Context: an optimization exercise on an open-source flow, tuned for small area, a short achievable clock period and few clock cycles per item. The choices shown serve that exercise and are no tape-out recipe. Only simulation tests tie the RTL to the original design; equivalence was not proved.

==> flow/design.v (outline; a module is shown in full before it is edited, if it fits) <==
// module yuv2rgba_rows_r: 432 lines
// module yuv2rgba_acc_r: 159 lines
// module yuv2rgba_rows_g: 704 lines
// module yuv2rgba_acc_g: 141 lines
// module yuv2rgba_rows_b: 402 lines
// module yuv2rgba_acc_b: 157 lines
// module yuv2rgba_add: 34 lines
// module yuv2rgba_div: 44 lines
// module yuv2rgba_dtab: 86 lines
// module yuv2rgba: 160 lines
module yuv2rgba (
    input  wire        clk,
    input  wire        rst,
    input  wire        in_valid,
    output wire        in_ready,
    input  wire [31:0] in_y,
    input  wire [31:0] in_u,
    input  wire [31:0] in_v,
    input  wire [4:0]  in_depth_m1,
    output wire        out_valid,
    input  wire        out_ready,
    output wire [31:0] out_rgba
);
  // ...
==> flow/flow/run.sh <==
#!/bin/bash
# The standard layout (standard.sh, unchanged synthesis and steps), with its
# timing repair aiming for 11.5 ns of setup slack at the design's clock period
# instead of 0; the clock period and constraints are the design's.
set -euo pipefail
export SETUP_SLACK_MARGIN=11.5
bash standard.sh > standard_make.log 2>&1
==> flow/standard.sh <==
#!/bin/bash
# synth_recipe.tcl (not shown) runs the flow's synth.tcl, then flattens the netlist and writes it again
# the make line also repeats each setting of config.mk as NAME=value (left out here)
make -C /OpenROAD-flow-scripts/flow DESIGN_CONFIG=/design/flow/config.mk WORK_HOME=/design/flow/orfs CLKGATE_MAP_FILE= SYNTH_SCRIPT=/design/flow/synth_recipe.tcl "${@:-finish}"
==> flow/config.mk <==
export PLATFORM = sky130hd
export DESIGN_NAME = yuv2rgba
export DESIGN_NICKNAME = yuv2rgba
export VERILOG_FILES = /design/flow/design.v
export SDC_FILE = /design/flow/constraint.sdc
export NUM_CORES = 4
export LEC_CHECK = 0
export CAP_MARGIN = 20
export CORE_MARGIN = 2
export CORE_UTILIZATION = 55
export PLACE_DENSITY = 0.7
export SLEW_MARGIN = 20
==> flow/constraint.sdc <==
create_clock -name core_clock -period 16.0 [get_ports {clk}]
set_input_delay 3.2000 -clock core_clock [delete_from_list [all_inputs] [get_ports {clk}]]
set_output_delay 3.2000 -clock core_clock [all_outputs]
set_load 0.01 [all_outputs]
==> flow_metrics.env, run 1 <==
export IMPL_status="no timing/DRC/antenna violations"
export IMPL_synth_most_common_cell="inv_1"
export IMPL_hp_class="reg2reg"
export IMPL_yosysTopAreaCell="ha_1"
export IMPL_ys_seq_elements=924
export IMPL_grt_max_degree=69
export IMPL_diodes=3
export IMPL_maxCapViolCount=0
export IMPL_setup_tns_ps=0
export IMPL_fin_util_pct=62.63
export IMPL_crit_arrival_ps=1480
export IMPL_synth_xor_area_share_pct=6.237
export IMPL_cts_num_sinks=924
export IMPL_hold_viol=0
export IMPL_holdBufCountCts=0
export IMPL_rr_endpoint="u_div0_r.rem[19]$_DFF_P_"
export IMPL_grt_pass1_wl_mm=527.9
export IMPL_synth_area_mux_share_pct=1.815
export IMPL_wl_met1_mm=132.3
export IMPL_holdPathEnd="u_acc_g.x[1]$_SDFF_PP0_"
export IMPL_nWellTaps=2204
export IMPL_layout_setup_ws_ps=11320
export IMPL_place_area_mm2=0.09756
export IMPL_die_x_um=414.5
export IMPL_async_flop_share_pct=0
export IMPL_cp_end_kind="primary output"
export IMPL_cts_resized=371
export IMPL_syn_to_final_growth_pct=13.00
export IMPL_crit_start="out_q[8]$_DFFE_PP_"
export IMPL_critical_path_class="reg2out"
export IMPL_cp_cell_sequence="buf_2"
export IMPL_r2r_slack_ps=11490
export IMPL_tightest_slew_ps=1266
export IMPL_cpPeakStageDelay_ps=480
export IMPL_layout_nonclk_buf_share_pct=4.240
export IMPL_cp_top_family="flip-flops"
export IMPL_pre_cts_ws_ps=10450
export IMPL_worst_path_stages=1
export IMPL_syn_avg_cell_area_um2=9.213
export IMPL_place_inst=12310
Testbench counts, summed over its fixed seeds: cycles 16,058, pixels 8,000.
==> module yuv2rgba_acc_g, before the edit <==
module yuv2rgba_acc_g (
    input  wire        clk,
    input  wire        clr,
    input  wire [36:0] pa,
    input  wire [35:0] pb,
    output wire [53:0] xn
);
    reg  [53:0] x;
    wire [37:0] a = x[37:0];
    wire w1, w2, w3, w4, w5, w6, w7, w8, w9, w10, w11, w12, w13, w14, w15, w16, w17, w18, w19, w20, w21, w22, w23, w24, w25, w26, w27, w28, w29, w30, w31, w32, w33, w34, w35, w36, w37, w38, w39, w40, w41, w42, w43, w44, w45, w46, w47, w48, w49, w50, w51, w52, w53, w54, w55, w56, w57, w58, w59, w60, w61, w62, w63, w64, w65, w66, w67, w68, w69, w70, w71, w72, w73, w74, w75, w76, w77, w78, w79, w80, w81, w82, w83, w84, w85, w86, w87, w88, w89, w90, w91, w92, w93, w94, w95, w96, w97, w98, w99, w100, w101, w102, w103, w104, w105, w106, w107, w108, w109, w110, w111, w112, w113, w114, w115, w116, w117, w118, w119, w120, w121, w122, w123, w124;
    assign w1 = pa[19] ^ pb[19];
    assign w2 = pa[19] & pb[19];
    assign w3 = pa[20] ^ pb[20];
    assign w4 = pa[20] & pb[20];
    assign w5 = pa[21] ^ pb[21] ^ a[5];
    assign w6 = (pa[21] & pb[21]) | (a[5] & (pa[21] ^ pb[21]));
    assign w7 = pa[22] ^ pb[22];
    assign w8 = pa[22] & pb[22];
    assign w9 = pa[23] ^ pb[23];
    assign w10 = pa[23] & pb[23];
    assign w11 = pa[24] ^ pb[24];
    assign w12 = pa[24] & pb[24];
    assign w13 = pa[25] ^ pb[25] ^ a[9];
    assign w14 = (pa[25] & pb[25]) | (a[9] & (pa[25] ^ pb[25]));
    assign w15 = pa[26] ^ pb[26] ^ a[10];
    assign w16 = (pa[26] & pb[26]) | (a[10] & (pa[26] ^ pb[26]));
    assign w17 = pa[27] ^ pb[27] ^ a[11];
    assign w18 = (pa[27] & pb[27]) | (a[11] & (pa[27] ^ pb[27]));
    assign w19 = pa[28] ^ pb[28];
    assign w20 = pa[28] & pb[28];
    assign w21 = pa[29] ^ pb[29] ^ a[13];
    assign w22 = (pa[29] & pb[29]) | (a[13] & (pa[29] ^ pb[29]));
    assign w23 = pa[30] ^ pb[30];
    assign w24 = pa[30] & pb[30];
    assign w25 = pa[31] ^ pb[31] ^ a[15];
    assign w26 = (pa[31] & pb[31]) | (a[15] & (pa[31] ^ pb[31]));
    assign w27 = pa[32] ^ pb[32] ^ a[16];
    assign w28 = (pa[32] & pb[32]) | (a[16] & (pa[32] ^ pb[32]));
    assign w29 = pa[33] ^ pb[33] ^ a[17];
    assign w30 = (pa[33] & pb[33]) | (a[17] & (pa[33] ^ pb[33]));
    assign w31 = pa[34] ^ pb[34];
    assign w32 = pa[34] & pb[34];
    assign w33 = pa[35] ^ pb[35];
    assign w34 = pa[35] & pb[35];
    assign w35 = pa[36] ^ a[20];
    assign w36 = pa[36] & a[20];
    assign w37 = pa[10] ^ pb[10];
    assign w38 = pa[10] & pb[10];
    assign w39 = pa[11] ^ pb[11];
    assign w40 = pa[11] & pb[11];
    assign w41 = pa[12] ^ pb[12] ^ 1'b1;
    assign w42 = (pa[12] & pb[12]) | (1'b1 & (pa[12] ^ pb[12]));
    assign w43 = pa[13] ^ pb[13] ^ 1'b1;
    assign w44 = (pa[13] & pb[13]) | (1'b1 & (pa[13] ^ pb[13]));
    assign w45 = pa[14] ^ pb[14];
    assign w46 = pa[14] & pb[14];
    assign w47 = pa[15] ^ pb[15];
    assign w48 = pa[15] & pb[15];
    assign w49 = pa[16] ^ pb[16] ^ a[0];
    assign w50 = (pa[16] & pb[16]) | (a[0] & (pa[16] ^ pb[16]));
    assign w51 = pa[17] ^ pb[17] ^ a[1];
    assign w52 = (pa[17] & pb[17]) | (a[1] & (pa[17] ^ pb[17]));
    assign w53 = pa[18] ^ pb[18] ^ a[2];
    assign w54 = (pa[18] & pb[18]) | (a[2] & (pa[18] ^ pb[18]));
    assign w55 = a[3] ^ 1'b1 ^ w1;
    assign w56 = (a[3] & 1'b1) | (w1 & (a[3] ^ 1'b1));
    assign w57 = a[4] ^ w2 ^ w3;
    assign w58 = (a[4] & w2) | (w3 & (a[4] ^ w2));
    assign w59 = 1'b1 ^ w4 ^ w5;
    assign w60 = (1'b1 & w4) | (w5 & (1'b1 ^ w4));
    assign w61 = a[6] ^ w7 ^ w6;
    assign w62 = (a[6] & w7) | (w6 & (a[6] ^ w7));
    assign w63 = a[7] ^ w8 ^ w9;
    assign w64 = (a[7] & w8) | (w9 & (a[7] ^ w8));
    assign w65 = a[8] ^ w10 ^ w11;
    assign w66 = (a[8] & w10) | (w11 & (a[8] ^ w10));
    assign w67 = 1'b1 ^ w12 ^ w13;
    assign w68 = (1'b1 & w12) | (w13 & (1'b1 ^ w12));
    assign w69 = 1'b1 ^ w14 ^ w15;
    assign w70 = (1'b1 & w14) | (w15 & (1'b1 ^ w14));
    assign w71 = 1'b1 ^ w16 ^ w17;
    assign w72 = (1'b1 & w16) | (w17 & (1'b1 ^ w16));
    assign w73 = a[12] ^ w19 ^ w18;
    assign w74 = (a[12] & w19) | (w18 & (a[12] ^ w19));
    assign w75 = 1'b1 ^ w20 ^ w21;
    assign w76 = (1'b1 & w20) | (w21 & (1'b1 ^ w20));
    assign w77 = a[14] ^ w23 ^ w22;
    assign w78 = (a[14] & w23) | (w22 & (a[14] ^ w23));
    assign w79 = 1'b1 ^ w24 ^ w25;
    assign w80 = (1'b1 & w24) | (w25 & (1'b1 ^ w24));
    assign w81 = 1'b1 ^ w26 ^ w27;
    assign w82 = (1'b1 & w26) | (w27 & (1'b1 ^ w26));
    assign w83 = 1'b1 ^ w28 ^ w29;
    assign w84 = (1'b1 & w28) | (w29 & (1'b1 ^ w28));
    assign w85 = a[18] ^ w31 ^ w30;
    assign w86 = (a[18] & w31) | (w30 & (a[18] ^ w31));
    assign w87 = a[19] ^ w32 ^ w33;
    assign w88 = (a[19] & w32) | (w33 & (a[19] ^ w32));
    assign w89 = 1'b1 ^ w34 ^ w35;
    assign w90 = (1'b1 & w34) | (w35 & (1'b1 ^ w34));
    assign w91 = a[21] ^ 1'b1 ^ w36;
    assign w92 = (a[21] & 1'b1) | (w36 & (a[21] ^ 1'b1));
    assign w93 = a[22] ^ 1'b1;
    assign w94 = a[22] & 1'b1;
    assign w95 = a[23] ^ 1'b1;
    assign w96 = a[23] & 1'b1;
    assign w97 = a[24] ^ 1'b1;
    assign w98 = a[24] & 1'b1;
    assign w99 = a[25] ^ 1'b1;
    assign w100 = a[25] & 1'b1;
    assign w101 = a[26] ^ 1'b1;
    assign w102 = a[26] & 1'b1;
    assign w103 = a[27] ^ 1'b1;
    assign w104 = a[27] & 1'b1;
    assign w105 = a[28] ^ 1'b1;
    assign w106 = a[28] & 1'b1;
    assign w107 = a[29] ^ 1'b1;
    assign w108 = a[29] & 1'b1;
    assign w109 = a[30] ^ 1'b1;
    assign w110 = a[30] & 1'b1;
    assign w111 = a[31] ^ 1'b1;
    assign w112 = a[31] & 1'b1;
    assign w113 = a[32] ^ 1'b1;
    assign w114 = a[32] & 1'b1;
    assign w115 = a[33] ^ 1'b1;
    assign w116 = a[33] & 1'b1;
    assign w117 = a[34] ^ 1'b1;
    assign w118 = a[34] & 1'b1;
    assign w119 = a[35] ^ 1'b1;
    assign w120 = a[35] & 1'b1;
    assign w121 = a[36] ^ 1'b1;
    assign w122 = a[36] & 1'b1;
    assign w123 = a[37] ^ 1'b1;
    assign w124 = a[37] & 1'b1;
    wire [53:0] sa = {w122, w120, w118, w116, w114, w112, w110, w108, w106, w104, w102, w100, w98, w96, w94, w93, w90, w88, w87, w84, w82, w80, w78, w76, w74, w72, w70, w68, w66, w64, w63, w60, w58, w56, w54, w52, w50, w48, w46, w45, w42, w40, w38, 1'b1, pa[9], pa[8], pa[7], pa[6], pa[5], pa[4], pa[3], pa[2], pa[1], pa[0]};
    wire [53:0] sb = {w123, w121, w119, w117, w115, w113, w111, w109, w107, w105, w103, w101, w99, w97, w95, w92, w91, w89, w86, w85, w83, w81, w79, w77, w75, w73, w71, w69, w67, w65, w62, w61, w59, w57, w55, w53, w51, w49, w47, w44, w43, w41, w39, w37, pb[9], pb[8], pb[7], pb[6], pb[5], pb[4], pb[3], pb[2], 1'b1, 1'b0};
    wire co;
    yuv2rgba_add #(54) u_cpa (.a(sa), .b(sb), .ci(1'b0), .s(xn), .co(co));
    always @(posedge clk)
        x <= clr ? 54'd0 : xn;
endmodule
==> module yuv2rgba, before the edit <==
module yuv2rgba (
    input  wire        clk,
    input  wire        rst,
    input  wire        in_valid,
    output wire        in_ready,
    input  wire [31:0] in_y,
    input  wire [31:0] in_u,
    input  wire [31:0] in_v,
    input  wire [4:0]  in_depth_m1,
    output wire        out_valid,
    input  wire        out_ready,
    output wire [31:0] out_rgba
);
    reg        ph;          
    reg        rdy;         
    reg [3:0]  cnt;         
    reg        av;          
    reg        clr;         
    reg        sel;         
    reg        nx;          
    reg [4:0]  dm_a;
    reg        ld0, ld1, fs0, fs1, bact0, bact1, last0, last1, bdone0, bdone1;
    reg [7:0]  a0, a1;      
    reg        ov, sv;      
    reg [31:0] out_q, skid_q;
    wire accept  = in_valid & rdy;
    wire deliver = ov & out_ready;
    assign in_ready = rdy;
    reg  [15:0] yh, uh, vh;
    reg         bih;        
    reg  [4:0]  dmh;        
    integer i;
    always @(posedge clk) begin
        yh  <= ph ? in_y[15:0] : in_y[31:16];
        uh  <= ph ? in_u[15:0] : in_u[31:16];
        vh  <= ph ? in_v[15:0] : in_v[31:16];
        bih <= ~ph;
        dmh <= in_depth_m1;
    end
    wire [36:0] par, pag, pab;
    wire [35:0] pbr, pbg, pbb;
    yuv2rgba_rows_r u_rows_r (.clk(clk), .y(yh), .u(uh), .v(vh), .bi(bih), .dm(dmh), .pa(par), .pb(pbr));
    yuv2rgba_rows_g u_rows_g (.clk(clk), .y(yh), .u(uh), .v(vh), .bi(bih), .dm(dmh), .pa(pag), .pb(pbg));
    yuv2rgba_rows_b u_rows_b (.clk(clk), .y(yh), .u(uh), .v(vh), .bi(bih), .dm(dmh), .pa(pab), .pb(pbb));
    wire [53:0] xr, xg, xb;
    yuv2rgba_acc_r u_acc_r (.clk(clk), .clr(clr), .pa(par), .pb(pbr), .xn(xr));
    yuv2rgba_acc_g u_acc_g (.clk(clk), .clr(clr), .pa(pag), .pb(pbg), .xn(xg));
    yuv2rgba_acc_b u_acc_b (.clk(clk), .clr(clr), .pa(pab), .pb(pbb), .xn(xb));
    wire [38:0] dq_a;
    wire [40:0] dq3_a;
    reg  [38:0] dq0, dq1;       
    reg  [40:0] dq30, dq31;     
    yuv2rgba_dtab u_dtab (.dm(dm_a), .dq(dq_a), .dq3(dq3_a));
    wire ldr0 = clr & ~sel;
    wire ldr1 = clr & sel;
    wire [7:0] r0, g0, b0, r0n, g0n, b0n;
    wire [7:0] r1, g1, b1, r1n, g1n, b1n;
    yuv2rgba_div u_div0_r (.clk(clk), .ldr(ldr0), .ld(ld0), .fs(fs0), .step(bact0), .xn(xr), .dq(dq0), .dq3(dq30), .value(r0), .value_nx(r0n));
    yuv2rgba_div u_div0_g (.clk(clk), .ldr(ldr0), .ld(ld0), .fs(fs0), .step(bact0), .xn(xg), .dq(dq0), .dq3(dq30), .value(g0), .value_nx(g0n));
    yuv2rgba_div u_div0_b (.clk(clk), .ldr(ldr0), .ld(ld0), .fs(fs0), .step(bact0), .xn(xb), .dq(dq0), .dq3(dq30), .value(b0), .value_nx(b0n));
    yuv2rgba_div u_div1_r (.clk(clk), .ldr(ldr1), .ld(ld1), .fs(fs1), .step(bact1), .xn(xr), .dq(dq1), .dq3(dq31), .value(r1), .value_nx(r1n));
    yuv2rgba_div u_div1_g (.clk(clk), .ldr(ldr1), .ld(ld1), .fs(fs1), .step(bact1), .xn(xg), .dq(dq1), .dq3(dq31), .value(g1), .value_nx(g1n));
    yuv2rgba_div u_div1_b (.clk(clk), .ldr(ldr1), .ld(ld1), .fs(fs1), .step(bact1), .xn(xb), .dq(dq1), .dq3(dq31), .value(b1), .value_nx(b1n));
    wire        rdy0 = last0 | bdone0;
    wire        rdy1 = last1 | bdone1;
    wire        wr   = (nx ? rdy1 : rdy0) & ~sv;
    wire [31:0] wd   = nx ? {a1, (last1 ? {b1n, g1n, r1n} : {b1, g1, r1})}
                          : {a0, (last0 ? {b0n, g0n, r0n} : {b0, g0, r0})};
    always @(posedge clk) begin
        if (rst) begin
            ph     <= 1'b0;
            rdy    <= 1'b0;
            cnt    <= 4'd0;
            av     <= 1'b0;
            clr    <= 1'b0;
            sel    <= 1'b0;
            nx     <= 1'b0;
            ld0    <= 1'b0;
            ld1    <= 1'b0;
            fs0    <= 1'b0;
            fs1    <= 1'b0;
            bact0  <= 1'b0;
            bact1  <= 1'b0;
            last0  <= 1'b0;
            last1  <= 1'b0;
            bdone0 <= 1'b0;
            bdone1 <= 1'b0;
            ov     <= 1'b0;
            sv     <= 1'b0;
        end else begin
            ph  <= ~ph;
            clr <= ~ph;
            rdy <= ~ph & in_valid & (~cnt[3] | deliver);
            if (accept & ~deliver)
                cnt <= {cnt[2:0], 1'b1};
            else if (deliver & ~accept)
                cnt <= {1'b0, cnt[3:1]};
            if (ph)
                av <= accept;
            ld0 <= ~ph & av & ~sel;
            ld1 <= ~ph & av & sel;
            if (clr & av)
                sel <= ~sel;
            fs0 <= ld0;
            fs1 <= ld1;
            if (ld0)
                bact0 <= 1'b1;
            else if (last0)
                bact0 <= 1'b0;
            if (ld1)
                bact1 <= 1'b1;
            else if (last1)
                bact1 <= 1'b0;
            last0 <= bact0 & ~ph & ~fs0;
            last1 <= bact1 & ~ph & ~fs1;
            if (last0 & ~(wr & ~nx))
                bdone0 <= 1'b1;
            else if (wr & ~nx)
                bdone0 <= 1'b0;
            if (last1 & ~(wr & nx))
                bdone1 <= 1'b1;
            else if (wr & nx)
                bdone1 <= 1'b0;
            if (wr)
                nx <= ~nx;
            if (~ov) begin
                ov <= wr;
            end else if (deliver) begin
                if (sv)
                    sv <= wr;
                else
                    ov <= wr;
            end else if (wr) begin
                sv <= 1'b1;
            end
        end
    end
    always @(posedge clk) begin
        if (accept)
            dm_a <= in_depth_m1;
        if (clr & av & ~sel) begin
            dq0  <= dq_a;
            dq30 <= dq3_a;
            for (i = 0; i < 8; i = i + 1)
                a0[i] <= i[2:0] <= dm_a;
        end
        if (clr & av & sel) begin
            dq1  <= dq_a;
            dq31 <= dq3_a;
            for (i = 0; i < 8; i = i + 1)
                a1[i] <= i[2:0] <= dm_a;
        end
        if (~ov | deliver)
            out_q <= (ov & sv) ? skid_q : wd;
        if (wr & ov & (sv | ~deliver))
            skid_q <= wd;
    end
    assign out_valid = ov;
    assign out_rgba  = out_q;
endmodule
==> inputs of run 2 (changes only) <==
--- a/flow/design.v
+++ b/flow/design.v
@@ -591,18 +591,19 @@
 endmodule
 module yuv2rgba_rows_g (
     input  wire        clk,
     input  wire [15:0] y,
     input  wire [15:0] u,
     input  wire [15:0] v,
     input  wire [0:0]  bi,      
     input  wire [4:0]  dm,      
-    output reg  [36:0] pa,
-    output reg  [35:0] pb
+    output reg  [35:0] pa,
+    output reg  [35:0] pb,
+    output reg  [34:0] pc
 );
     wire [34:0] z;              
     assign z[0] = 1'b0;
     assign z[1] = (bi == 1'd1 && dm <= 5'd15);
     assign z[2] = (bi == 1'd0 && dm == 5'd0) | (bi == 1'd1 && dm <= 5'd16);
     assign z[3] = (bi == 1'd0 && dm <= 5'd1) | (bi == 1'd1 && dm <= 5'd17);
     assign z[4] = (bi == 1'd0 && dm <= 5'd2) | (bi == 1'd1 && dm <= 5'd18);
     assign z[5] = (bi == 1'd0 && dm <= 5'd3) | (bi == 1'd1 && dm >= 5'd16 && dm <= 5'd19);
@@ -630,17 +631,17 @@
     assign z[27] = (bi == 1'd0 && dm == 5'd8) | (bi == 1'd0 && dm >= 5'd14) | (bi == 1'd1 && dm == 5'd24) | (bi == 1'd1 && dm >= 5'd30);
     assign z[28] = (bi == 1'd0 && dm == 5'd9) | (bi == 1'd0 && dm >= 5'd15) | (bi == 1'd1 && dm == 5'd25) | (bi == 1'd1 && dm == 5'd31);
     assign z[29] = (bi == 1'd0 && dm == 5'd10) | (bi == 1'd1 && dm == 5'd26);
     assign z[30] = (bi == 1'd0 && dm == 5'd11) | (bi == 1'd1 && dm == 5'd27);
     assign z[31] = (bi == 1'd0 && dm == 5'd12) | (bi == 1'd1 && dm == 5'd28);
     assign z[32] = (bi == 1'd0 && dm == 5'd13) | (bi == 1'd1 && dm == 5'd29);
     assign z[33] = (bi == 1'd0 && dm == 5'd14) | (bi == 1'd1 && dm == 5'd30);
     assign z[34] = (bi == 1'd0 && dm >= 5'd15) | (bi == 1'd1 && dm == 5'd31);
-    wire w1, w2, w3, w4, w5, w6, w7, w8, w9, w10, w11, w12, w13, w14, w15, w16, w17, w18, w19, w20, w21, w22, w23, w24, w25, w26, w27, w28, w29, w30, w31, w32, w33, w34, w35, w36, w37, w38, w39, w40, w41, w42, w43, w44, w45, w46, w47, w48, w49, w50, w51, w52, w53, w54, w55, w56, w57, w58, w59, w60, w61, w62, w63, w64, w65, w66, w67, w68, w69, w70, w71, w72, w73, w74, w75, w76, w77, w78, w79, w80, w81, w82, w83, w84, w85, w86, w87, w88, w89, w90, w91, w92, w93, w94, w95, w96, w97, w98, w99, w100, w101, w102, w103, w104, w105, w106, w107, w108, w109, w110, w111, w112, w113, w114, w115, w116, w117, w118, w119, w120, w121, w122, w123, w124, w125, w126, w127, w128, w129, w130, w131, w132, w133, w134, w135, w136, w137, w138, w139, w140, w141, w142, w143, w144, w145, w146, w147, w148, w149, w150, w151, w152, w153, w154, w155, w156, w157, w158, w159, w160, w161, w162, w163, w164, w165, w166, w167, w168, w169, w170, w171, w172, w173, w174, w175, w176, w177, w178, w179, w180, w181, w182, w183, w184, w185, w186, w187, w188, w189, w190, w191, w192, w193, w194, w195, w196, w197, w198, w199, w200, w201, w202, w203, w204, w205, w206, w207, w208, w209, w210, w211, w212, w213, w214, w215, w216, w217, w218, w219, w220, w221, w222, w223, w224, w225, w226, w227, w228, w229, w230, w231, w232, w233, w234, w235, w236, w237, w238, w239, w240, w241, w242, w243, w244, w245, w246, w247, w248, w249, w250, w251, w252, w253, w254, w255, w256, w257, w258, w259, w260, w261, w262, w263, w264, w265, w266, w267, w268, w269, w270, w271, w272, w273, w274, w275, w276, w277, w278, w279, w280, w281, w282, w283, w284, w285, w286, w287, w288, w289, w290, w291, w292, w293, w294, w295, w296, w297, w298, w299, w300, w301, w302, w303, w304, w305, w306, w307, w308, w309, w310, w311, w312, w313, w314, w315, w316, w317, w318, w319, w320, w321, w322, w323, w324, w325, w326, w327, w328, w329, w330, w331, w332, w333, w334, w335, w336, w337, w338, w339, w340, w341, w342, w343, w344, w345, w346, w347, w348, w349, w350, w351, w352, w353, w354, w355, w356, w357, w358, w359, w360, w361, w362, w363, w364, w365, w366, w367, w368, w369, w370, w371, w372, w373, w374, w375, w376, w377, w378, w379, w380, w381, w382, w383, w384, w385, w386, w387, w388, w389, w390, w391, w392, w393, w394, w395, w396, w397, w398, w399, w400, w401, w402, w403, w404, w405, w406, w407, w408, w409, w410, w411, w412, w413, w414, w415, w416, w417, w418, w419, w420, w421, w422, w423, w424, w425, w426, w427, w428, w429, w430, w431, w432, w433, w434, w435, w436, w437, w438, w439, w440, w441, w442, w443, w444, w445, w446, w447, w448, w449, w450, w451, w452, w453, w454, w455, w456, w457, w458, w459, w460, w461, w462, w463, w464, w465, w466, w467, w468, w469, w470, w471, w472, w473, w474, w475, w476, w477, w478, w479, w480, w481, w482, w483, w484, w485, w486, w487, w488, w489, w490, w491, w492, w493, w494, w495, w496, w497, w498, w499, w500, w501, w502, w503, w504, w505, w506, w507, w508, w509, w510, w511, w512, w513, w514, w515, w516, w517, w518, w519, w520, w521, w522, w523, w524, w525, w526, w527, w528, w529, w530, w531, w532, w533, w534, w535, w536, w537, w538, w539, w540, w541, w542, w543, w544, w545, w546, w547, w548, w549, w550, w551, w552, w553, w554, w555, w556, w557, w558, w559, w560, w561, w562, w563, w564, w565, w566, w567, w568, w569, w570, w571, w572, w573, w574, w575, w576, w577, w578, w579, w580, w581, w582, w583, w584, w585, w586, w587, w588, w589, w590, w591, w592, w593, w594, w595, w596, w597, w598, w599, w600, w601, w602, w603, w604, w605, w606, w607, w608, w609, w610, w611, w612, w613, w614, w615, w616, w617, w618, w619, w620, w621, w622, w623, w624, w625, w626, w627, w628, w629, w630, w631, w632, w633, w634, w635, w636, w637, w638, w639, w640, w641, w642, w643, w644, w645, w646, w647, w648, w649, w650, w651, w652;
+    wire w1, w2, w3, w4, w5, w6, w7, w8, w9, w10, w11, w12, w13, w14, w15, w16, w17, w18, w19, w20, w21, w22, w23, w24, w25, w26, w27, w28, w29, w30, w31, w32, w33, w34, w35, w36, w37, w38, w39, w40, w41, w42, w43, w44, w45, w46, w47, w48, w49, w50, w51, w52, w53, w54, w55, w56, w57, w58, w59, w60, w61, w62, w63, w64, w65, w66, w67, w68, w69, w70, w71, w72, w73, w74, w75, w76, w77, w78, w79, w80, w81, w82, w83, w84, w85, w86, w87, w88, w89, w90, w91, w92, w93, w94, w95, w96, w97, w98, w99, w100, w101, w102, w103, w104, w105, w106, w107, w108, w109, w110, w111, w112, w113, w114, w115, w116, w117, w118, w119, w120, w121, w122, w123, w124, w125, w126, w127, w128, w129, w130, w131, w132, w133, w134, w135, w136, w137, w138, w139, w140, w141, w142, w143, w144, w145, w146, w147, w148, w149, w150, w151, w152, w153, w154, w155, w156, w157, w158, w159, w160, w161, w162, w163, w164, w165, w166, w167, w168, w169, w170, w171, w172, w173, w174, w175, w176, w177, w178, w179, w180, w181, w182, w183, w184, w185, w186, w187, w188, w189, w190, w191, w192, w193, w194, w195, w196, w197, w198, w199, w200, w201, w202, w203, w204, w205, w206, w207, w208, w209, w210, w211, w212, w213, w214, w215, w216, w217, w218, w219, w220, w221, w222, w223, w224, w225, w226, w227, w228, w229, w230, w231, w232, w233, w234, w235, w236, w237, w238, w239, w240, w241, w242, w243, w244, w245, w246, w247, w248, w249, w250, w251, w252, w253, w254, w255, w256, w257, w258, w259, w260, w261, w262, w263, w264, w265, w266, w267, w268, w269, w270, w271, w272, w273, w274, w275, w276, w277, w278, w279, w280, w281, w282, w283, w284, w285, w286, w287, w288, w289, w290, w291, w292, w293, w294, w295, w296, w297, w298, w299, w300, w301, w302, w303, w304, w305, w306, w307, w308, w309, w310, w311, w312, w313, w314, w315, w316, w317, w318, w319, w320, w321, w322, w323, w324, w325, w326, w327, w328, w329, w330, w331, w332, w333, w334, w335, w336, w337, w338, w339, w340, w341, w342, w343, w344, w345, w346, w347, w348, w349, w350, w351, w352, w353, w354, w355, w356, w357, w358, w359, w360, w361, w362, w363, w364, w365, w366, w367, w368, w369, w370, w371, w372, w373, w374, w375, w376, w377, w378, w379, w380, w381, w382, w383, w384, w385, w386, w387, w388, w389, w390, w391, w392, w393, w394, w395, w396, w397, w398, w399, w400, w401, w402, w403, w404, w405, w406, w407, w408, w409, w410, w411, w412, w413, w414, w415, w416, w417, w418, w419, w420, w421, w422, w423, w424, w425, w426, w427, w428, w429, w430, w431, w432, w433, w434, w435, w436, w437, w438, w439, w440, w441, w442, w443, w444, w445, w446, w447, w448, w449, w450, w451, w452, w453, w454, w455, w456, w457, w458, w459, w460, w461, w462, w463, w464, w465, w466, w467, w468, w469, w470, w471, w472, w473, w474, w475, w476, w477, w478, w479, w480, w481, w482, w483, w484, w485, w486, w487, w488, w489, w490, w491, w492, w493, w494, w495, w496, w497, w498, w499, w500, w501, w502, w503, w504, w505, w506, w507, w508, w509, w510, w511, w512, w513, w514, w515, w516, w517, w518, w519, w520, w521, w522, w523, w524, w525, w526, w527, w528, w529, w530, w531, w532, w533, w534, w535, w536, w537, w538, w539, w540, w541, w542, w543, w544, w545, w546, w547, w548, w549, w550, w551, w552, w553, w554, w555, w556, w557, w558, w559, w560, w561, w562, w563, w564, w565, w566, w567, w568, w569, w570, w571, w572, w573, w574, w575, w576, w577, w578, w579, w580, w581, w582, w583, w584, w585, w586, w587, w588;
     assign w1 = ~y[15] ^ y[13] ^ y[8];
     assign w2 = (~y[15] & y[13]) | (y[8] & (~y[15] ^ y[13]));
     assign w3 = ~y[8] ^ y[6];
     assign w4 = ~y[8] & y[6];
     assign w5 = ~y[9] ^ y[7] ^ y[2];
     assign w6 = (~y[9] & y[7]) | (y[2] & (~y[9] ^ y[7]));
     assign w7 = ~y[10] ^ y[8] ^ y[3];
     assign w8 = (~y[10] & y[8]) | (y[3] & (~y[10] ^ y[8]));
@@ -1219,221 +1220,219 @@
     assign w581 = w510 ^ w513 ^ w515;
     assign w582 = (w510 & w513) | (w515 & (w510 ^ w513));
     assign w583 = w517 ^ w514 ^ w519;
     assign w584 = (w517 & w514) | (w519 & (w517 ^ w514));
     assign w585 = w521 ^ w518 ^ w523;
     assign w586 = (w521 & w518) | (w523 & (w521 ^ w518));
     assign w587 = w525 ^ w522 ^ z[34];
     assign w588 = (w525 & w522) | (z[34] & (w525 ^ w522));
-    assign w589 = w409 ^ w527;
-    assign w590 = w409 & w527;
-    assign w591 = w528 ^ z[5] ^ w529;
-    assign w592 = (w528 & z[5]) | (w529 & (w528 ^ z[5]));
-    assign w593 = z[6] ^ w530 ^ w531;
-    assign w594 = (z[6] & w530) | (w531 & (z[6] ^ w530));
-    assign w595 = w532 ^ w419 ^ w533;
-    assign w596 = (w532 & w419) | (w533 & (w532 ^ w419));
-    assign w597 = w423 ^ w534 ^ w535;
-    assign w598 = (w423 & w534) | (w535 & (w423 ^ w534));
-    assign w599 = w427 ^ w536 ^ w537;
-    assign w600 = (w427 & w536) | (w537 & (w427 ^ w536));
-    assign w601 = w431 ^ w538 ^ w539;
-    assign w602 = (w431 & w538) | (w539 & (w431 ^ w538));
-    assign w603 = w435 ^ w540 ^ w541;
-    assign w604 = (w435 & w540) | (w541 & (w435 ^ w540));
-    assign w605 = w439 ^ w542 ^ w543;
-    assign w606 = (w439 & w542) | (w543 & (w439 ^ w542));
-    assign w607 = w443 ^ w544 ^ w545;
-    assign w608 = (w443 & w544) | (w545 & (w443 ^ w544));
-    assign w609 = w447 ^ w546 ^ w547;
-    assign w610 = (w447 & w546) | (w547 & (w447 ^ w546));
-    assign w611 = w451 ^ w548 ^ w549;
-    assign w612 = (w451 & w548) | (w549 & (w451 ^ w548));
-    assign w613 = w455 ^ w550 ^ w551;
-    assign w614 = (w455 & w550) | (w551 & (w455 ^ w550));
-    assign w615 = w459 ^ w552 ^ w553;
-    assign w616 = (w459 & w552) | (w553 & (w459 ^ w552));
-    assign w617 = w463 ^ w554 ^ w555;
-    assign w618 = (w463 & w554) | (w555 & (w463 ^ w554));
-    assign w619 = w467 ^ w556 ^ w557;
-    assign w620 = (w467 & w556) | (w557 & (w467 ^ w556));
-    assign w621 = w471 ^ w558 ^ w559;
-    assign w622 = (w471 & w558) | (w559 & (w471 ^ w558));
-    assign w623 = w475 ^ w560 ^ w561;
-    assign w624 = (w475 & w560) | (w561 & (w475 ^ w560));
-    assign w625 = w479 ^ w562 ^ w563;
-    assign w626 = (w479 & w562) | (w563 & (w479 ^ w562));
-    assign w627 = w480 ^ w565 ^ w564;
-    assign w628 = (w480 & w565) | (w564 & (w480 ^ w565));
-    assign w629 = w484 ^ w567 ^ w566;
-    assign w630 = (w484 & w567) | (w566 & (w484 ^ w567));
-    assign w631 = w491 ^ w568 ^ w569;
-    assign w632 = (w491 & w568) | (w569 & (w491 ^ w568));
-    assign w633 = w495 ^ w570 ^ w571;
-    assign w634 = (w495 & w570) | (w571 & (w495 ^ w570));
-    assign w635 = w499 ^ w572 ^ w573;
-    assign w636 = (w499 & w572) | (w573 & (w499 ^ w572));
-    assign w637 = w503 ^ w574 ^ w575;
-    assign w638 = (w503 & w574) | (w575 & (w503 ^ w574));
-    assign w639 = w504 ^ w577 ^ w576;
-    assign w640 = (w504 & w577) | (w576 & (w504 ^ w577));
-    assign w641 = w511 ^ w578 ^ w579;
-    assign w642 = (w511 & w578) | (w579 & (w511 ^ w578));
-    assign w643 = w512 ^ w581 ^ w580;
-    assign w644 = (w512 & w581) | (w580 & (w512 ^ w581));
-    assign w645 = w516 ^ w583 ^ w582;
-    assign w646 = (w516 & w583) | (w582 & (w516 ^ w583));
-    assign w647 = w520 ^ w585 ^ w584;
-    assign w648 = (w520 & w585) | (w584 & (w520 ^ w585));
-    assign w649 = w524 ^ w587 ^ w586;
-    assign w650 = (w524 & w587) | (w586 & (w524 ^ w587));
-    assign w651 = w526 ^ w588;
-    assign w652 = w526 & w588;
     always @(posedge clk) begin
-        pa <= {w652, w651, w649, w647, w645, w642, w641, w638, w636, w634, w632, w631, w629, w626, w624, w622, w620, w618, w616, w614, w612, w610, w608, w606, w604, w602, w600, w598, w596, w594, w592, w590, w589, v[1], v[0], z[1], z[0]};
-        pb <= {w650, w648, w646, w644, w643, w640, w639, w637, w635, w633, w630, w628, w627, w625, w623, w621, w619, w617, w615, w613, w611, w609, w607, w605, w603, w601, w599, w597, w595, w593, w591, z[4], z[3], z[2], 1'b0, 1'b0};
+        pa <= {w526, w524, w520, w516, w512, w511, w504, w503, w499, w495, w491, w484, w480, w479, w475, w471, w467, w463, w459, w455, w451, w447, w443, w439, w435, w431, w427, w423, w532, z[6], w528, w409, v[1], v[0], z[1], z[0]};
+        pb <= {w588, w587, w585, w583, w581, w578, w577, w574, w572, w570, w568, w567, w565, w562, w560, w558, w556, w554, w552, w550, w548, w546, w544, w542, w540, w538, w536, w534, w419, w530, z[5], w527, z[3], z[2], 1'b0, 1'b0};
+        pc <= {w586, w584, w582, w580, w579, w576, w575, w573, w571, w569, w566, w564, w563, w561, w559, w557, w555, w553, w551, w549, w547, w545, w543, w541, w539, w537, w535, w533, w531, w529, z[4], 1'b0, 1'b0, 1'b0, 1'b0};
     end
 endmodule
 module yuv2rgba_acc_g (
     input  wire        clk,
     input  wire        clr,
-    input  wire [36:0] pa,
+    input  wire [35:0] pa,
     input  wire [35:0] pb,
+    input  wire [34:0] pc,
     output wire [53:0] xn
 );
     reg  [53:0] x;
     wire [37:0] a = x[37:0];
-    wire w1, w2, w3, w4, w5, w6, w7, w8, w9, w10, w11, w12, w13, w14, w15, w16, w17, w18, w19, w20, w21, w22, w23, w24, w25, w26, w27, w28, w29, w30, w31, w32, w33, w34, w35, w36, w37, w38, w39, w40, w41, w42, w43, w44, w45, w46, w47, w48, w49, w50, w51, w52, w53, w54, w55, w56, w57, w58, w59, w60, w61, w62, w63, w64, w65, w66, w67, w68, w69, w70, w71, w72, w73, w74, w75, w76, w77, w78, w79, w80, w81, w82, w83, w84, w85, w86, w87, w88, w89, w90, w91, w92, w93, w94, w95, w96, w97, w98, w99, w100, w101, w102, w103, w104, w105, w106, w107, w108, w109, w110, w111, w112, w113, w114, w115, w116, w117, w118, w119, w120, w121, w122, w123, w124;
+    wire w1, w2, w3, w4, w5, w6, w7, w8, w9, w10, w11, w12, w13, w14, w15, w16, w17, w18, w19, w20, w21, w22, w23, w24, w25, w26, w27, w28, w29, w30, w31, w32, w33, w34, w35, w36, w37, w38, w39, w40, w41, w42, w43, w44, w45, w46, w47, w48, w49, w50, w51, w52, w53, w54, w55, w56, w57, w58, w59, w60, w61, w62, w63, w64, w65, w66, w67, w68, w69, w70, w71, w72, w73, w74, w75, w76, w77, w78, w79, w80, w81, w82, w83, w84, w85, w86, w87, w88, w89, w90, w91, w92, w93, w94, w95, w96, w97, w98, w99, w100, w101, w102, w103, w104, w105, w106, w107, w108, w109, w110, w111, w112, w113, w114, w115, w116, w117, w118, w119, w120, w121, w122, w123, w124, w125, w126, w127, w128, w129, w130, w131, w132, w133, w134, w135, w136, w137, w138, w139, w140, w141, w142, w143, w144, w145, w146, w147, w148, w149, w150, w151, w152, w153, w154, w155, w156, w157, w158, w159, w160, w161, w162, w163, w164, w165, w166, w167, w168, w169, w170, w171, w172, w173, w174, w175, w176, w177, w178, w179, w180, w181, w182, w183, w184;
     assign w1 = pa[19] ^ pb[19];
     assign w2 = pa[19] & pb[19];
     assign w3 = pa[20] ^ pb[20];
     assign w4 = pa[20] & pb[20];
-    assign w5 = pa[21] ^ pb[21] ^ a[5];
-    assign w6 = (pa[21] & pb[21]) | (a[5] & (pa[21] ^ pb[21]));
+    assign w5 = pa[21] ^ pb[21] ^ pc[21];
+    assign w6 = (pa[21] & pb[21]) | (pc[21] & (pa[21] ^ pb[21]));
     assign w7 = pa[22] ^ pb[22];
     assign w8 = pa[22] & pb[22];
     assign w9 = pa[23] ^ pb[23];
     assign w10 = pa[23] & pb[23];
     assign w11 = pa[24] ^ pb[24];
     assign w12 = pa[24] & pb[24];
-    assign w13 = pa[25] ^ pb[25] ^ a[9];
-    assign w14 = (pa[25] & pb[25]) | (a[9] & (pa[25] ^ pb[25]));
-    assign w15 = pa[26] ^ pb[26] ^ a[10];
-    assign w16 = (pa[26] & pb[26]) | (a[10] & (pa[26] ^ pb[26]));
-    assign w17 = pa[27] ^ pb[27] ^ a[11];
-    assign w18 = (pa[27] & pb[27]) | (a[11] & (pa[27] ^ pb[27]));
+    assign w13 = pa[25] ^ pb[25] ^ pc[25];
+    assign w14 = (pa[25] & pb[25]) | (pc[25] & (pa[25] ^ pb[25]));
+    assign w15 = pa[26] ^ pb[26] ^ pc[26];
+    assign w16 = (pa[26] & pb[26]) | (pc[26] & (pa[26] ^ pb[26]));
+    assign w17 = pa[27] ^ pb[27] ^ pc[27];
+    assign w18 = (pa[27] & pb[27]) | (pc[27] & (pa[27] ^ pb[27]));
     assign w19 = pa[28] ^ pb[28];
     assign w20 = pa[28] & pb[28];
-    assign w21 = pa[29] ^ pb[29] ^ a[13];
-    assign w22 = (pa[29] & pb[29]) | (a[13] & (pa[29] ^ pb[29]));
+    assign w21 = pa[29] ^ pb[29] ^ pc[29];
+    assign w22 = (pa[29] & pb[29]) | (pc[29] & (pa[29] ^ pb[29]));
     assign w23 = pa[30] ^ pb[30];
     assign w24 = pa[30] & pb[30];
-    assign w25 = pa[31] ^ pb[31] ^ a[15];
-    assign w26 = (pa[31] & pb[31]) | (a[15] & (pa[31] ^ pb[31]));
-    assign w27 = pa[32] ^ pb[32] ^ a[16];
-    assign w28 = (pa[32] & pb[32]) | (a[16] & (pa[32] ^ pb[32]));
-    assign w29 = pa[33] ^ pb[33] ^ a[17];
-    assign w30 = (pa[33] & pb[33]) | (a[17] & (pa[33] ^ pb[33]));
+    assign w25 = pa[31] ^ pb[31] ^ pc[31];
+    assign w26 = (pa[31] & pb[31]) | (pc[31] & (pa[31] ^ pb[31]));
+    assign w27 = pa[32] ^ pb[32] ^ pc[32];
+    assign w28 = (pa[32] & pb[32]) | (pc[32] & (pa[32] ^ pb[32]));
+    assign w29 = pa[33] ^ pb[33] ^ pc[33];
+    assign w30 = (pa[33] & pb[33]) | (pc[33] & (pa[33] ^ pb[33]));
     assign w31 = pa[34] ^ pb[34];
     assign w32 = pa[34] & pb[34];
-    assign w33 = pa[35] ^ pb[35];
-    assign w34 = pa[35] & pb[35];
-    assign w35 = pa[36] ^ a[20];
-    assign w36 = pa[36] & a[20];
-    assign w37 = pa[10] ^ pb[10];
-    assign w38 = pa[10] & pb[10];
-    assign w39 = pa[11] ^ pb[11];
-    assign w40 = pa[11] & pb[11];
-    assign w41 = pa[12] ^ pb[12] ^ 1'b1;
-    assign w42 = (pa[12] & pb[12]) | (1'b1 & (pa[12] ^ pb[12]));
-    assign w43 = pa[13] ^ pb[13] ^ 1'b1;
-    assign w44 = (pa[13] & pb[13]) | (1'b1 & (pa[13] ^ pb[13]));
-    assign w45 = pa[14] ^ pb[14];
-    assign w46 = pa[14] & pb[14];
-    assign w47 = pa[15] ^ pb[15];
-    assign w48 = pa[15] & pb[15];
-    assign w49 = pa[16] ^ pb[16] ^ a[0];
-    assign w50 = (pa[16] & pb[16]) | (a[0] & (pa[16] ^ pb[16]));
-    assign w51 = pa[17] ^ pb[17] ^ a[1];
-    assign w52 = (pa[17] & pb[17]) | (a[1] & (pa[17] ^ pb[17]));
-    assign w53 = pa[18] ^ pb[18] ^ a[2];
-    assign w54 = (pa[18] & pb[18]) | (a[2] & (pa[18] ^ pb[18]));
-    assign w55 = a[3] ^ 1'b1 ^ w1;
-    assign w56 = (a[3] & 1'b1) | (w1 & (a[3] ^ 1'b1));
-    assign w57 = a[4] ^ w2 ^ w3;
-    assign w58 = (a[4] & w2) | (w3 & (a[4] ^ w2));
-    assign w59 = 1'b1 ^ w4 ^ w5;
-    assign w60 = (1'b1 & w4) | (w5 & (1'b1 ^ w4));
-    assign w61 = a[6] ^ w7 ^ w6;
-    assign w62 = (a[6] & w7) | (w6 & (a[6] ^ w7));
-    assign w63 = a[7] ^ w8 ^ w9;
-    assign w64 = (a[7] & w8) | (w9 & (a[7] ^ w8));
-    assign w65 = a[8] ^ w10 ^ w11;
-    assign w66 = (a[8] & w10) | (w11 & (a[8] ^ w10));
-    assign w67 = 1'b1 ^ w12 ^ w13;
-    assign w68 = (1'b1 & w12) | (w13 & (1'b1 ^ w12));
-    assign w69 = 1'b1 ^ w14 ^ w15;
-    assign w70 = (1'b1 & w14) | (w15 & (1'b1 ^ w14));
-    assign w71 = 1'b1 ^ w16 ^ w17;
-    assign w72 = (1'b1 & w16) | (w17 & (1'b1 ^ w16));
-    assign w73 = a[12] ^ w19 ^ w18;
-    assign w74 = (a[12] & w19) | (w18 & (a[12] ^ w19));
-    assign w75 = 1'b1 ^ w20 ^ w21;
-    assign w76 = (1'b1 & w20) | (w21 & (1'b1 ^ w20));
-    assign w77 = a[14] ^ w23 ^ w22;
-    assign w78 = (a[14] & w23) | (w22 & (a[14] ^ w23));
-    assign w79 = 1'b1 ^ w24 ^ w25;
-    assign w80 = (1'b1 & w24) | (w25 & (1'b1 ^ w24));
-    assign w81 = 1'b1 ^ w26 ^ w27;
-    assign w82 = (1'b1 & w26) | (w27 & (1'b1 ^ w26));
-    assign w83 = 1'b1 ^ w28 ^ w29;
-    assign w84 = (1'b1 & w28) | (w29 & (1'b1 ^ w28));
-    assign w85 = a[18] ^ w31 ^ w30;
-    assign w86 = (a[18] & w31) | (w30 & (a[18] ^ w31));
-    assign w87 = a[19] ^ w32 ^ w33;
-    assign w88 = (a[19] & w32) | (w33 & (a[19] ^ w32));
-    assign w89 = 1'b1 ^ w34 ^ w35;
-    assign w90 = (1'b1 & w34) | (w35 & (1'b1 ^ w34));
-    assign w91 = a[21] ^ 1'b1 ^ w36;
-    assign w92 = (a[21] & 1'b1) | (w36 & (a[21] ^ 1'b1));
-    assign w93 = a[22] ^ 1'b1;
-    assign w94 = a[22] & 1'b1;
-    assign w95 = a[23] ^ 1'b1;
-    assign w96 = a[23] & 1'b1;
-    assign w97 = a[24] ^ 1'b1;
-    assign w98 = a[24] & 1'b1;
-    assign w99 = a[25] ^ 1'b1;
-    assign w100 = a[25] & 1'b1;
-    assign w101 = a[26] ^ 1'b1;
-    assign w102 = a[26] & 1'b1;
-    assign w103 = a[27] ^ 1'b1;
-    assign w104 = a[27] & 1'b1;
-    assign w105 = a[28] ^ 1'b1;
-    assign w106 = a[28] & 1'b1;
-    assign w107 = a[29] ^ 1'b1;
-    assign w108 = a[29] & 1'b1;
-    assign w109 = a[30] ^ 1'b1;
-    assign w110 = a[30] & 1'b1;
-    assign w111 = a[31] ^ 1'b1;
-    assign w112 = a[31] & 1'b1;
-    assign w113 = a[32] ^ 1'b1;
-    assign w114 = a[32] & 1'b1;
-    assign w115 = a[33] ^ 1'b1;
-    assign w116 = a[33] & 1'b1;
-    assign w117 = a[34] ^ 1'b1;
-    assign w118 = a[34] & 1'b1;
-    assign w119 = a[35] ^ 1'b1;
-    assign w120 = a[35] & 1'b1;
-    assign w121 = a[36] ^ 1'b1;
-    assign w122 = a[36] & 1'b1;
-    assign w123 = a[37] ^ 1'b1;
-    assign w124 = a[37] & 1'b1;
-    wire [53:0] sa = {w122, w120, w118, w116, w114, w112, w110, w108, w106, w104, w102, w100, w98, w96, w94, w93, w90, w88, w87, w84, w82, w80, w78, w76, w74, w72, w70, w68, w66, w64, w63, w60, w58, w56, w54, w52, w50, w48, w46, w45, w42, w40, w38, 1'b1, pa[9], pa[8], pa[7], pa[6], pa[5], pa[4], pa[3], pa[2], pa[1], pa[0]};
-    wire [53:0] sb = {w123, w121, w119, w117, w115, w113, w111, w109, w107, w105, w103, w101, w99, w97, w95, w92, w91, w89, w86, w85, w83, w81, w79, w77, w75, w73, w71, w69, w67, w65, w62, w61, w59, w57, w55, w53, w51, w49, w47, w44, w43, w41, w39, w37, pb[9], pb[8], pb[7], pb[6], pb[5], pb[4], pb[3], pb[2], 1'b1, 1'b0};
+    assign w33 = pa[10] ^ pb[10];
+    assign w34 = pa[10] & pb[10];
+    assign w35 = pa[11] ^ pb[11];
+    assign w36 = pa[11] & pb[11];
+    assign w37 = pa[12] ^ pb[12] ^ pc[12];
+    assign w38 = (pa[12] & pb[12]) | (pc[12] & (pa[12] ^ pb[12]));
+    assign w39 = pa[13] ^ pb[13] ^ pc[13];
+    assign w40 = (pa[13] & pb[13]) | (pc[13] & (pa[13] ^ pb[13]));
+    assign w41 = pa[14] ^ pb[14];
+    assign w42 = pa[14] & pb[14];
+    assign w43 = pa[15] ^ pb[15];
+    assign w44 = pa[15] & pb[15];
+    assign w45 = pa[16] ^ pb[16] ^ pc[16];
+    assign w46 = (pa[16] & pb[16]) | (pc[16] & (pa[16] ^ pb[16]));
+    assign w47 = pa[17] ^ pb[17] ^ pc[17];
+    assign w48 = (pa[17] & pb[17]) | (pc[17] & (pa[17] ^ pb[17]));
+    assign w49 = pa[18] ^ pb[18] ^ pc[18];
+    assign w50 = (pa[18] & pb[18]) | (pc[18] & (pa[18] ^ pb[18]));
+    assign w51 = pc[19] ^ a[3] ^ 1'b1;
+    assign w52 = (pc[19] & a[3]) | (1'b1 & (pc[19] ^ a[3]));
+    assign w53 = pc[20] ^ a[4] ^ w2;
+    assign w54 = (pc[20] & a[4]) | (w2 & (pc[20] ^ a[4]));
+    assign w55 = a[5] ^ 1'b1 ^ w4;
+    assign w56 = (a[5] & 1'b1) | (w4 & (a[5] ^ 1'b1));
+    assign w57 = pc[22] ^ a[6] ^ w7;
+    assign w58 = (pc[22] & a[6]) | (w7 & (pc[22] ^ a[6]));
+    assign w59 = pc[23] ^ a[7] ^ w8;
+    assign w60 = (pc[23] & a[7]) | (w8 & (pc[23] ^ a[7]));
+    assign w61 = pc[24] ^ a[8] ^ w10;
+    assign w62 = (pc[24] & a[8]) | (w10 & (pc[24] ^ a[8]));
+    assign w63 = a[9] ^ 1'b1 ^ w12;
+    assign w64 = (a[9] & 1'b1) | (w12 & (a[9] ^ 1'b1));
+    assign w65 = a[10] ^ 1'b1 ^ w14;
+    assign w66 = (a[10] & 1'b1) | (w14 & (a[10] ^ 1'b1));
+    assign w67 = a[11] ^ 1'b1 ^ w16;
+    assign w68 = (a[11] & 1'b1) | (w16 & (a[11] ^ 1'b1));
+    assign w69 = pc[28] ^ a[12] ^ w19;
+    assign w70 = (pc[28] & a[12]) | (w19 & (pc[28] ^ a[12]));
+    assign w71 = a[13] ^ 1'b1 ^ w20;
+    assign w72 = (a[13] & 1'b1) | (w20 & (a[13] ^ 1'b1));
+    assign w73 = pc[30] ^ a[14] ^ w23;
+    assign w74 = (pc[30] & a[14]) | (w23 & (pc[30] ^ a[14]));
+    assign w75 = a[15] ^ 1'b1 ^ w24;
+    assign w76 = (a[15] & 1'b1) | (w24 & (a[15] ^ 1'b1));
+    assign w77 = a[16] ^ 1'b1 ^ w26;
+    assign w78 = (a[16] & 1'b1) | (w26 & (a[16] ^ 1'b1));
+    assign w79 = a[17] ^ 1'b1 ^ w28;
+    assign w80 = (a[17] & 1'b1) | (w28 & (a[17] ^ 1'b1));
+    assign w81 = pc[34] ^ a[18] ^ w31;
+    assign w82 = (pc[34] & a[18]) | (w31 & (pc[34] ^ a[18]));
+    assign w83 = pa[35] ^ pb[35] ^ a[19];
+    assign w84 = (pa[35] & pb[35]) | (a[19] & (pa[35] ^ pb[35]));
+    assign w85 = pa[4] ^ pb[4];
+    assign w86 = pa[4] & pb[4];
+    assign w87 = pa[5] ^ pb[5] ^ pc[5];
+    assign w88 = (pa[5] & pb[5]) | (pc[5] & (pa[5] ^ pb[5]));
+    assign w89 = pa[6] ^ pb[6] ^ pc[6];
+    assign w90 = (pa[6] & pb[6]) | (pc[6] & (pa[6] ^ pb[6]));
+    assign w91 = pa[7] ^ pb[7] ^ pc[7];
+    assign w92 = (pa[7] & pb[7]) | (pc[7] & (pa[7] ^ pb[7]));
+    assign w93 = pa[8] ^ pb[8] ^ pc[8];
+    assign w94 = (pa[8] & pb[8]) | (pc[8] & (pa[8] ^ pb[8]));
+    assign w95 = pa[9] ^ pb[9] ^ pc[9];
+    assign w96 = (pa[9] & pb[9]) | (pc[9] & (pa[9] ^ pb[9]));
+    assign w97 = pc[10] ^ 1'b1 ^ w33;
+    assign w98 = (pc[10] & 1'b1) | (w33 & (pc[10] ^ 1'b1));
+    assign w99 = pc[11] ^ w34 ^ w35;
+    assign w100 = (pc[11] & w34) | (w35 & (pc[11] ^ w34));
+    assign w101 = 1'b1 ^ w36 ^ w37;
+    assign w102 = (1'b1 & w36) | (w37 & (1'b1 ^ w36));
+    assign w103 = 1'b1 ^ w38 ^ w39;
+    assign w104 = (1'b1 & w38) | (w39 & (1'b1 ^ w38));
+    assign w105 = pc[14] ^ w41 ^ w40;
+    assign w106 = (pc[14] & w41) | (w40 & (pc[14] ^ w41));
+    assign w107 = pc[15] ^ w42 ^ w43;
+    assign w108 = (pc[15] & w42) | (w43 & (pc[15] ^ w42));
+    assign w109 = a[0] ^ w44 ^ w45;
+    assign w110 = (a[0] & w44) | (w45 & (a[0] ^ w44));
+    assign w111 = a[1] ^ w46 ^ w47;
+    assign w112 = (a[1] & w46) | (w47 & (a[1] ^ w46));
+    assign w113 = a[2] ^ w48 ^ w49;
+    assign w114 = (a[2] & w48) | (w49 & (a[2] ^ w48));
+    assign w115 = w1 ^ w50 ^ w51;
+    assign w116 = (w1 & w50) | (w51 & (w1 ^ w50));
+    assign w117 = w3 ^ w52 ^ w53;
+    assign w118 = (w3 & w52) | (w53 & (w3 ^ w52));
+    assign w119 = w5 ^ w54 ^ w55;
+    assign w120 = (w5 & w54) | (w55 & (w5 ^ w54));
+    assign w121 = w6 ^ w56 ^ w57;
+    assign w122 = (w6 & w56) | (w57 & (w6 ^ w56));
+    assign w123 = w9 ^ w58 ^ w59;
+    assign w124 = (w9 & w58) | (w59 & (w9 ^ w58));
+    assign w125 = w11 ^ w60 ^ w61;
+    assign w126 = (w11 & w60) | (w61 & (w11 ^ w60));
+    assign w127 = w13 ^ w62 ^ w63;
+    assign w128 = (w13 & w62) | (w63 & (w13 ^ w62));
+    assign w129 = w15 ^ w64 ^ w65;
+    assign w130 = (w15 & w64) | (w65 & (w15 ^ w64));
+    assign w131 = w17 ^ w66 ^ w67;
+    assign w132 = (w17 & w66) | (w67 & (w17 ^ w66));
+    assign w133 = w18 ^ w69 ^ w68;
+    assign w134 = (w18 & w69) | (w68 & (w18 ^ w69));
+    assign w135 = w21 ^ w70 ^ w71;
+    assign w136 = (w21 & w70) | (w71 & (w21 ^ w70));
+    assign w137 = w22 ^ w72 ^ w73;
+    assign w138 = (w22 & w72) | (w73 & (w22 ^ w72));
+    assign w139 = w25 ^ w74 ^ w75;
+    assign w140 = (w25 & w74) | (w75 & (w25 ^ w74));
+    assign w141 = w27 ^ w76 ^ w77;
+    assign w142 = (w27 & w76) | (w77 & (w27 ^ w76));
+    assign w143 = w29 ^ w78 ^ w79;
+    assign w144 = (w29 & w78) | (w79 & (w29 ^ w78));
+    assign w145 = w30 ^ w81 ^ w80;
+    assign w146 = (w30 & w81) | (w80 & (w30 ^ w81));
+    assign w147 = w32 ^ w83 ^ w82;
+    assign w148 = (w32 & w83) | (w82 & (w32 ^ w83));
+    assign w149 = a[20] ^ 1'b1 ^ w84;
+    assign w150 = (a[20] & 1'b1) | (w84 & (a[20] ^ 1'b1));
+    assign w151 = a[21] ^ 1'b1;
+    assign w152 = a[21] & 1'b1;
+    assign w153 = a[22] ^ 1'b1;
+    assign w154 = a[22] & 1'b1;
+    assign w155 = a[23] ^ 1'b1;
+    assign w156 = a[23] & 1'b1;
+    assign w157 = a[24] ^ 1'b1;
+    assign w158 = a[24] & 1'b1;
+    assign w159 = a[25] ^ 1'b1;
+    assign w160 = a[25] & 1'b1;
+    assign w161 = a[26] ^ 1'b1;
+    assign w162 = a[26] & 1'b1;
+    assign w163 = a[27] ^ 1'b1;
+    assign w164 = a[27] & 1'b1;
+    assign w165 = a[28] ^ 1'b1;
+    assign w166 = a[28] & 1'b1;
+    assign w167 = a[29] ^ 1'b1;
+    assign w168 = a[29] & 1'b1;
+    assign w169 = a[30] ^ 1'b1;
+    assign w170 = a[30] & 1'b1;
+    assign w171 = a[31] ^ 1'b1;
+    assign w172 = a[31] & 1'b1;
+    assign w173 = a[32] ^ 1'b1;
+    assign w174 = a[32] & 1'b1;
+    assign w175 = a[33] ^ 1'b1;
+    assign w176 = a[33] & 1'b1;
+    assign w177 = a[34] ^ 1'b1;
+    assign w178 = a[34] & 1'b1;
+    assign w179 = a[35] ^ 1'b1;
+    assign w180 = a[35] & 1'b1;
+    assign w181 = a[36] ^ 1'b1;
+    assign w182 = a[36] & 1'b1;
+    assign w183 = a[37] ^ 1'b1;
+    assign w184 = a[37] & 1'b1;
+    wire [53:0] sa = {w182, w180, w178, w176, w174, w172, w170, w168, w166, w164, w162, w160, w158, w156, w154, w152, w151, w149, w147, w144, w142, w140, w138, w136, w135, w132, w130, w128, w126, w124, w122, w120, w118, w116, w114, w112, w110, w108, w107, w104, w102, w100, w98, w96, w94, w92, w90, w88, w86, pc[4], pa[3], pa[2], pa[1], pa[0]};
+    wire [53:0] sb = {w183, w181, w179, w177, w175, w173, w171, w169, w167, w165, w163, w161, w159, w157, w155, w153, w150, w148, w146, w145, w143, w141, w139, w137, w134, w133, w131, w129, w127, w125, w123, w121, w119, w117, w115, w113, w111, w109, w106, w105, w103, w101, w99, w97, w95, w93, w91, w89, w87, w85, pb[3], pb[2], 1'b1, 1'b0};
     wire co;
     yuv2rgba_add #(54) u_cpa (.a(sa), .b(sb), .ci(1'b0), .s(xn), .co(co));
     always @(posedge clk)
         x <= clr ? 54'd0 : xn;
 endmodule
 module yuv2rgba_rows_b (
     input  wire        clk,
     input  wire [15:0] y,
@@ -2191,24 +2190,25 @@
     integer i;
     always @(posedge clk) begin
         yh  <= ph ? in_y[15:0] : in_y[31:16];
         uh  <= ph ? in_u[15:0] : in_u[31:16];
         vh  <= ph ? in_v[15:0] : in_v[31:16];
         bih <= ~ph;
         dmh <= in_depth_m1;
     end
-    wire [36:0] par, pag, pab;
-    wire [35:0] pbr, pbg, pbb;
+    wire [36:0] par, pab;
+    wire [35:0] pbr, pbb, pag, pbg;
+    wire [34:0] pcg;
     yuv2rgba_rows_r u_rows_r (.clk(clk), .y(yh), .u(uh), .v(vh), .bi(bih), .dm(dmh), .pa(par), .pb(pbr));
-    yuv2rgba_rows_g u_rows_g (.clk(clk), .y(yh), .u(uh), .v(vh), .bi(bih), .dm(dmh), .pa(pag), .pb(pbg));
+    yuv2rgba_rows_g u_rows_g (.clk(clk), .y(yh), .u(uh), .v(vh), .bi(bih), .dm(dmh), .pa(pag), .pb(pbg), .pc(pcg));
     yuv2rgba_rows_b u_rows_b (.clk(clk), .y(yh), .u(uh), .v(vh), .bi(bih), .dm(dmh), .pa(pab), .pb(pbb));
     wire [53:0] xr, xg, xb;
     yuv2rgba_acc_r u_acc_r (.clk(clk), .clr(clr), .pa(par), .pb(pbr), .xn(xr));
-    yuv2rgba_acc_g u_acc_g (.clk(clk), .clr(clr), .pa(pag), .pb(pbg), .xn(xg));
+    yuv2rgba_acc_g u_acc_g (.clk(clk), .clr(clr), .pa(pag), .pb(pbg), .pc(pcg), .xn(xg));
     yuv2rgba_acc_b u_acc_b (.clk(clk), .clr(clr), .pa(pab), .pb(pbb), .xn(xb));
     wire [38:0] dq_a;
     wire [40:0] dq3_a;
     reg  [38:0] dq0, dq1;       
     reg  [40:0] dq30, dq31;     
     yuv2rgba_dtab u_dtab (.dm(dm_a), .dq(dq_a), .dq3(dq3_a));
     wire ldr0 = clr & ~sel;
     wire ldr1 = clr & sel;
==> run 2 against run 1 <==
Global-route usage is 2.7 points higher. First-iteration DRC count is 43% higher. Sequential share of layout area is 0.21 points higher. Area after synthesis is 1.5% higher.
==> flow_metrics.env, run 2 <==
export IMPL_status="no timing/DRC/antenna violations"
export IMPL_ys_seq_area_share_pct=23.49
export IMPL_finalCritPeriodShare_pct=29.19
export IMPL_slowest_stage="a221o_4"
export IMPL_cts_root_buffer="clkbuf_16"
export IMPL_slew_violations=0
export IMPL_grt_use_total_pct=44.92
export IMPL_die_x_um=417.5
export IMPL_async_flop_share_pct=0
export IMPL_wl_mm=401.1
export IMPL_synth_most_common_cell="inv_1"
export IMPL_fin_nets=12665
export IMPL_syn_cell_area_mm2=0.09403
export IMPL_cp_cell_sequence="inv_1, ha_1, nor4_1, a211oi_2, nand3_1, a211oi_2, o2111ai_2, nand2_2, a221o_4, buf_8, a21oi_1, a311oi_2, mux2_2"
export IMPL_vias=83766
export IMPL_first_global_vias=80126
export IMPL_grt_pass1_wl_mm=561.3
export IMPL_maxCapViolCount=0
export IMPL_netlist_instances=10249
export IMPL_ios=139
export IMPL_rr_endpoint="out_q[0]$_DFFE_PP_"
export IMPL_clockBufferDepth=3
export IMPL_grt_max_degree=110
export IMPL_holdBufCountCts=0
export IMPL_ys_seq_elements=954
export IMPL_layout_setup_ws_ps=11330
export IMPL_hold_viol=0
export IMPL_cp_end_kind="flip-flop"
export IMPL_tightest_slew_ps=1281
export IMPL_critPathMaxFanout=38
export IMPL_hp_class="reg2reg"
export IMPL_r2r_slack_ps=11330
export IMPL_critical_path_class="reg2reg"
export IMPL_ant_nets=0
export IMPL_setup_tns_ps=0
export IMPL_fmax_ghz=0.2141
export IMPL_grt_overflow_total=0
export IMPL_fin_crit_ps=4670
export IMPL_critPathRequiredTime_ps=16510
export IMPL_worstSkewPairLatency_ps=780
export IMPL_fp_dieH_um=417.5
export IMPL_io_buffers=138
export IMPL_final_common_cell="inv_1"
export IMPL_fin_worst_skew_ps=41.72
export IMPL_pre_cts_ws_ps=10420
export IMPL_core_area_mm2=0.1697
export IMPL_timing_rr_start="dq0[4]$_DFFE_PP_"
export IMPL_holdPathEnd="u_acc_g.x[1]$_SDFF_PP0_"
export IMPL_dieArea_mm2=0.1743
export IMPL_grt_setup_unrepaired="yes"
export IMPL_cpPeakStageDelay_ps=570
export IMPL_htreeDepth=3
export IMPL_critPathLaunchType="flip-flop"
export IMPL_firstDrtPassIters=6
export IMPL_synth_ff_type="dfxtp_1"
export IMPL_syn_avg_cell_area_um2=9.174
export IMPL_crit_arrival_ps=5180
export IMPL_syn_to_final_growth_pct=13.22
export IMPL_slew_headroom_pct=14.55
export IMPL_row_count=151
export IMPL_yosysTopAreaCell="ha_1"
export IMPL_clkTransAtPathRegs_ps=70
export IMPL_rr_worst_depth=13
export IMPL_cts_num_sinks=954
export IMPL_route_detailed_drc=0
run 2: cell count changes in the layout (fill, tap and decap cells not counted), sizes merged, moves of 20 or more:
| cell | before | now |
|---|---|---|
| nand2 | 471 | 555 |
| diode | 3 | 37 |
| nor2b | 173 | 149 |
| nor2 | 613 | 673 |
| xor2 | 294 | 266 |
| a211oi | 175 | 198 |
| inv | 1318 | 1295 |
| dfxtp | 625 | 655 |
| xnor2 | 366 | 391 |
| a21o | 399 | 351 |
| o211ai | 134 | 104 |
| nor3 | 125 | 155 |
| and3 | 55 | 75 |
run 2: worst max-delay path: cells and delay by family (launching register included):
kind | cells | cell delay, ps
AO/OA/AOI/OAI | 6 | 1750
AND/OR/NAND/NOR | 3 | 860
adder cells (fa/ha/maj) | 1 | 340
buffers and inverters | 2 | 580
multiplexers | 1 | 330
flip-flops | 1 | 480
run 2: cell families (layout without fill, tap and decap cells):
kind of cell	Yosys count	after routing	share of synthesized area, %
other	1	39	0.003988
multiplexers	168	168	1.953
XOR/XNOR	657	657	6.120
flip-flops	954	954	23.49
adder cells (fa/ha/maj)	1984	1984	32.46
buffers and inverters	1606	2033	6.467
AO/OA/AOI/OAI	2700	2700	18.50
AND/OR/NAND/NOR	2179	2181	11.00
run 2: area by class of cell:
class / count / area [um^2] / share of cell area (%)
diodes: 37 / 92.59 / 0.08697
clock buffers: 145 / 3237 / 3.041
clock inverters: 72 / 933.4 / 0.8768
inverters: 1325 / 5130 / 4.819
multi-input cells: 7692 / 67810 / 63.70
flip-flops and latches: 954 / 22110 / 20.77
well taps: 2218 / 2775 / 2.607
repair buffers: 491 / 4360 / 4.096
run 2: per-stage QoR:
step | utilization (%) | hold WS, ps | std cells | instance area [um^2]
detailed placement | 58.39 | 400.6 | 12504 | 99070
CTS | 61.72 | 421.5 | 12802 | 104700
global placement | 58.35 | 397.2 | 12501 | 99010
floorplan | - | 385.6 | 10250 | 94050
finish | 62.75 | 414.1 | 12934 | 106500
global route | 62.70 | 434.9 | 12905 | 106400
run 2: worst max-delay path by stage:
| stage | from | to | slack (ps) |
|---|---|---|---|
| after global routing | dq0[24]$_DFFE_PP_ | out_q[0]$_DFFE_PP_ | 11250 |
| after floorplan | out_ready | skid_q[0]$_DFFE_PP_ | 11510 |
| after global placement | dq30[2]$_DFFE_PP_ | out_q[0]$_DFFE_PP_ | 10500 |
| final | dq0[4]$_DFFE_PP_ | out_q[0]$_DFFE_PP_ | 11330 |
| after CTS | dq0[27]$_DFFE_PP_ | out_q[0]$_DFFE_PP_ | 11290 |
| after detailed placement | dq30[2]$_DFFE_PP_ | out_q[0]$_DFFE_PP_ | 10420 |
run 2: timing repair:
action                                  4_1_cts  5_1_grt
gates cloned                                  1        3
gates resized for setup                     320      159
pin swaps                                    21       32
endpoints found under the setup margin      354      251
buffers inserted                             80       91
run 2: metal layers:
layer  part of all wire (%)  track usage [%]  wire length (um)  up-vias
met4                    8.8            32.48             35100       42
met3                     13            14.35             50580     1294
met1                     37            56.64            149900    40831
met2                     41            64.73            165200     5103
li1                       -                -                 -    36496
met5                  0.066                0               265        -
Testbench counts of run 2, summed over its fixed seeds: cycles 16,058, pixels 8,000.

[re-timing with driven ports]
The results above use ideal ports. As a check the final layouts listed here were re-extracted and re-timed, cells and wires unchanged. Step 1: set_driving_cell puts a clkbuf_16 on clk and a buf_2 on each other input, an assumption about the parent block. Step 2 also shifts input and output timing later by t, the mid clock arrival at the registers, as if the neighbouring blocks saw the same clock. Slacks: no drivers / after step 1 / after step 2; pairs: no drivers / after step 1.
| run | t, ns | setup slack, ns |
|---|---|---|
| run 1 | 0.871 | 11.323 / 11.229 / 10.751 |
| run 2 | 0.854 | 11.330 / 11.330 / 10.880 |
After both steps setup and hold are still met in every run listed.
